Source: an optimization exercise on an open RTL-to-GDS flow (aim: small area, a short achievable clock period and few clock cycles). Production flows keep margins and buffers that such runs may drop. Only simulation tests tie the RTL to the original design; equivalence was not proved. Power figures rest on the tool's default switching activity, not on a simulated workload.

Design fscv, start of the top module:
module fscv (
    input  wire        clk,
    input  wire        rst,
    input  wire        bus_wr,
    input  wire [17:0] bus_addr,
    input  wire [31:0] bus_wdata,
    output reg  [31:0] bus_rdata,
    input  wire        rx_valid,
    input  wire [7:0]  rx_data,
    output wire        rx_ready,
    output wire        tx_valid,
    output reg  [7:0]  tx_data,
    input  wire        tx_ready,
    input  wire        tick,
    output wire        irq
);
    localparam integer CAP = 64;           
    localparam [7:0] OP_NOP   = 8'h00, OP_LCS  = 8'h01, OP_DCS   = 8'h02,
                     OP_PSTEP = 8'h03, OP_PCLR = 8'h04, OP_READ  = 8'h05,
                     OP_WRITE = 8'h06, OP_FIND = 8'h07, OP_ABORT = 8'h0F;
    localparam [3:0] E_OK = 4'd0, E_TIMEOUT = 4'd1, E_SHORT = 4'd2, E_LCS = 4'd3,
                     E_DCS = 4'd4, E_OVF = 4'd5, E_NOTFOUND = 4'd6, E_RANGE = 4'd7,
                     E_ILLEGAL = 4'd8, E_ABORTED = 4'd9;
    localparam [3:0] PH_IDLE = 4'd0, PH_SYNC = 4'd1, PH_LENH = 4'd2, PH_LENL = 4'd3,
                     PH_LCS = 4'd4, PH_ACKPOST = 4'd5, PH_PAY = 4'd6, PH_DCS = 4'd7,
                     PH_POST = 4'd8;
    localparam [1:0] TS_TAG = 2'd0, TS_TAG2 = 2'd1, TS_LEN = 2'd2;
    reg [511:0] txm;         
    reg [511:0] rxm;         
    reg        cfg_ie;
    reg [7:0]  cfg_marker;
    reg        busy, done, is_ack, bwe;
    reg [1:0]  sync;
    reg [3:0]  err;
    reg [3:0]  phase;
    reg [7:0]  op;
    reg        a_sel;        
    reg [7:0]  a_byte;       
    reg        p_ill;        
    reg        p_rng;        
    reg [31:0] deadline;
    reg [31:0] elapsed;
    reg [15:0] tx_len;
    reg [6:0]  tx_cnt;       
    reg [15:0] rx_len;
    reg [6:0]  rx_cnt;       
    reg [7:0]  lcs_rx, dcs_rx, post_rx, dcs_calc;
    reg [31:0] rx_total;
    reg [15:0] win_base;
    reg [15:0] win_len;
    reg [7:0]  res;
    reg [6:0]  tlv_off;      
    reg [7:0]  tlv_len;
    reg        tlv_found;
    reg [8:0]  eng_idx;      
    reg [7:0]  eng_acc;      
    reg [1:0]  tlv_st;       
    reg        tlv_hit;      
    reg [7:0]  tx_acc;       
    reg [7:0]  dmask;        
  ...
Size in the first run: ~6100 cells after synthesis, roughly 1300 flip-flops, ~110 I/O pins, about 0.068 sq mm of cells after synthesis.
export LEC_CHECK = 0
export CAP_MARGIN = 20
export CORE_MARGIN = 2
export CORE_UTILIZATION = 50
export PLACE_DENSITY = 0.6
export SETUP_SLACK_MARGIN = 4.0
export SLEW_MARGIN = 20
export TNS_END_PERCENT = 0
create_clock -name core_clock -period 10.0 [get_ports {clk}]
standard.sh (not shown) runs the stock make flow with config.mk's settings and CLKGATE_MAP_FILE= SYNTH_SCRIPT=/design/flow/synth_recipe.tcl, a recipe that flattens the netlist after the stock synthesis.
==> flow/flow/run.sh <==
#!/bin/bash
# The standard layout (the standard.sh: standard synthesis, floorplan,
# placement, routing) with two changes:
#  - clock tree synthesis builds larger sink clusters and inserts no dummy
#    loads, so the clock tree takes less area;
#  - the port buffers are plain buffers (buf_4), which timing repair can size,
#    instead of the delay cells the default choice picks for the outputs.
set -euo pipefail
CTS="-sink_clustering_enable -repair_clock_nets -dont_use_dummy_load -sink_clustering_size 25 -sink_clustering_max_diameter 90"
PORTS="-inputs -outputs -buffer_cell sky130_fd_sc_hd__buf_4"
bash standard.sh "CTS_ARGS=$CTS" "BUFFER_PORTS_ARGS=$PORTS" finish > standard.log 2>&1
Testbench counts at the start, summed over its fixed seeds: cycles 27,616.
Next try:
--- a/flow/config.mk
+++ b/flow/config.mk
@@ -8,7 +8,7 @@
 export CAP_MARGIN = 20
 export CORE_MARGIN = 2
-export CORE_UTILIZATION = 50
+export CORE_UTILIZATION = 40
 export PLACE_DENSITY = 0.6
-export SETUP_SLACK_MARGIN = 4.0
+export SETUP_SLACK_MARGIN = 4.3
 export SLEW_MARGIN = 20
 export TNS_END_PERCENT = 0
Effect: Combinational power stays flat. Core utilization decreases by 11 points. Clock power barely changes. Synthesized cell count stays the same. Power hardly moves. Hold slack barely changes. Die area went up by 25%.
Next try:
--- a/flow/config.mk
+++ b/flow/config.mk
@@ -8,5 +8,5 @@
 export CAP_MARGIN = 20
 export CORE_MARGIN = 2
-export CORE_UTILIZATION = 40
+export CORE_UTILIZATION = 50
 export PLACE_DENSITY = 0.6
 export SETUP_SLACK_MARGIN = 4.3
After rerunning: The changed run completed with no timing, DRC or antenna violations. Critical path depth is higher by 2. Worst setup slack improved by 0.049 ns. Final cell count is lower by about 4.6%. Non-clock buffer count grows by 41. Combinational power hardly moves. Routed wire length is lower by 1.0%.

Another version of the RTL of fscv (not shown whole).
For scale: roughly 6,200 cells after synthesis, about 1,400 flip-flops.
// fscv
module fscv (
    input  wire        clk,
    input  wire        rst,
    input  wire        bus_wr,
    input  wire [17:0] bus_addr,
    input  wire [31:0] bus_wdata,
    output reg  [31:0] bus_rdata,
    input  wire        rx_valid,
    input  wire [7:0]  rx_data,
    output wire        rx_ready,
    output wire        tx_valid,
    output reg  [7:0]  tx_data,
    input  wire        tx_ready,
    input  wire        tick,
    output wire        irq
);
    localparam integer CAP = 64;           
    localparam [7:0] OP_NOP   = 8'h00, OP_LCS  = 8'h01, OP_DCS   = 8'h02,
                     OP_PSTEP = 8'h03, OP_PCLR = 8'h04, OP_READ  = 8'h05,
                     OP_WRITE = 8'h06, OP_FIND = 8'h07, OP_ABORT = 8'h0F;
    localparam [3:0] E_OK = 4'd0, E_TIMEOUT = 4'd1, E_SHORT = 4'd2, E_LCS = 4'd3,
                     E_DCS = 4'd4, E_OVF = 4'd5, E_NOTFOUND = 4'd6, E_RANGE = 4'd7,
                     E_ILLEGAL = 4'd8, E_ABORTED = 4'd9;
    localparam [3:0] PH_IDLE = 4'd0, PH_SYNC = 4'd1, PH_LENH = 4'd2, PH_LENL = 4'd3,
                     PH_LCS = 4'd4, PH_ACKPOST = 4'd5, PH_PAY = 4'd6, PH_DCS = 4'd7,
                     PH_POST = 4'd8;
    localparam [1:0] TS_TAG = 2'd0, TS_TAG2 = 2'd1, TS_LEN = 2'd2;
    reg [511:0] txm;         
    reg [511:0] rxm;         
    reg        cfg_ie;
    reg [7:0]  cfg_marker;
    reg        busy, done, is_ack, bwe;
    reg [1:0]  sync;
    reg [3:0]  err;
    reg [3:0]  phase;
    reg [7:0]  op;
    reg        a_sel;        
    reg [7:0]  a_byte;       
    reg        p_ill;        
    reg        p_rng;        
    reg [31:0] deadline;
    reg [31:0] elapsed;
    reg [15:0] tx_len;
    reg [6:0]  tx_cnt;       
    reg [15:0] rx_len;
    reg [6:0]  rx_cnt;       
    reg [7:0]  lcs_rx, dcs_rx, post_rx, dcs_calc;
    reg [31:0] rx_total;
    reg [15:0] win_base;
    reg [15:0] win_len;
    reg [7:0]  res;
    reg [6:0]  tlv_off;      
    reg [7:0]  tlv_len;
    reg        tlv_found;
    reg [8:0]  eng_idx;      
    reg [7:0]  eng_acc;      
    reg [1:0]  tlv_st;       
    reg        tlv_two;      
    reg [7:0]  tlv_tag;      
  ...
export LEC_CHECK = 0
export CAP_MARGIN = 20
export CORE_MARGIN = 2
export CORE_UTILIZATION = 50
export PLACE_DENSITY = 0.6
export SETUP_SLACK_MARGIN = 4
export SLEW_MARGIN = 20
export TNS_END_PERCENT = 0
create_clock -name core_clock -period 10.0 [get_ports {clk}]
==> flow/flow/run.sh <==
#!/bin/bash
# The standard layout (the standard.sh: standard synthesis, floorplan,
# placement, routing), with one change: clock tree synthesis builds larger
# sink clusters and inserts no dummy loads, so the clock tree takes less area.
set -euo pipefail
CTS="-sink_clustering_enable -repair_clock_nets -dont_use_dummy_load -sink_clustering_size 25 -sink_clustering_max_diameter 90"
bash standard.sh "CTS_ARGS=$CTS" finish > standard.log 2>&1
The starting point ran to the end with no violations.
Testbench counts at the start, summed over its fixed seeds: cycles 27,616.
Edit:
==> flow/flow/run.sh (replaced) <==
#!/bin/bash
# The standard layout (the standard.sh: standard synthesis, floorplan,
# placement, routing) with two changes:
#  - clock tree synthesis builds larger sink clusters and inserts no dummy
#    loads, so the clock tree takes less area;
#  - the port buffers are plain buffers (buf_4), which timing repair can size,
#    instead of the delay cells the default choice picks for the outputs.
set -euo pipefail
CTS="-sink_clustering_enable -repair_clock_nets -dont_use_dummy_load -sink_clustering_size 25 -sink_clustering_max_diameter 90"
PORTS="-inputs -outputs -buffer_cell sky130_fd_sc_hd__buf_4"
bash standard.sh "CTS_ARGS=$CTS" "BUFFER_PORTS_ARGS=$PORTS" finish > standard.log 2>&1
- SETUP_SLACK_MARGIN: 4 -> 4.3
The new run produced a clean layout.
Clock power stays flat.
Power goes down slightly.
Wire length stays flat.
Global-route usage goes up by 0.33 points.
Critical path depth goes down by 1.
Synthesized area is unchanged.

-- port drivers added, routing unchanged --
In the flow no input, the clock included, has a driving cell. The finished layouts below were timed again as built, in two steps.
Step 1: set_driving_cell puts a clkbuf_16 on clk and a buf_2 on each other input, an assumption about the parent block.
Step 2, shift: input delay + t, output delay - t, t = (earliest + latest rising clock arrival at the registers) / 2. This alone moves slack from input paths to output paths.
a / b / c = no drivers / after step 1 / after step 2; a / b = the first two.
run | t (ns) | setup WS [ns] | clock arrival spread, ns
the first run of note 1 | 0.803 | 3.313 / 3.131 / 3.131 | 0.094 / 0.094
the second run of note 1 | 0.790 | 3.341 / 3.214 / 3.214 | 0.151 / 0.150
the third run of note 1 | 0.801 | 3.391 / 3.130 / 3.130 | 0.107 / 0.107
the first run of note 2 | 0.788 | 3.442 / 3.367 / 2.969 | 0.092 / 0.093
the second run of note 2 | 0.777 | 3.143 / 2.900 / 2.900 | 0.089 / 0.089
After both steps setup and hold are still met in every run listed. The setup slack of the first run of note 2, which loses most, moves by -0.075 ns with the drivers and by -0.473 ns with both steps.
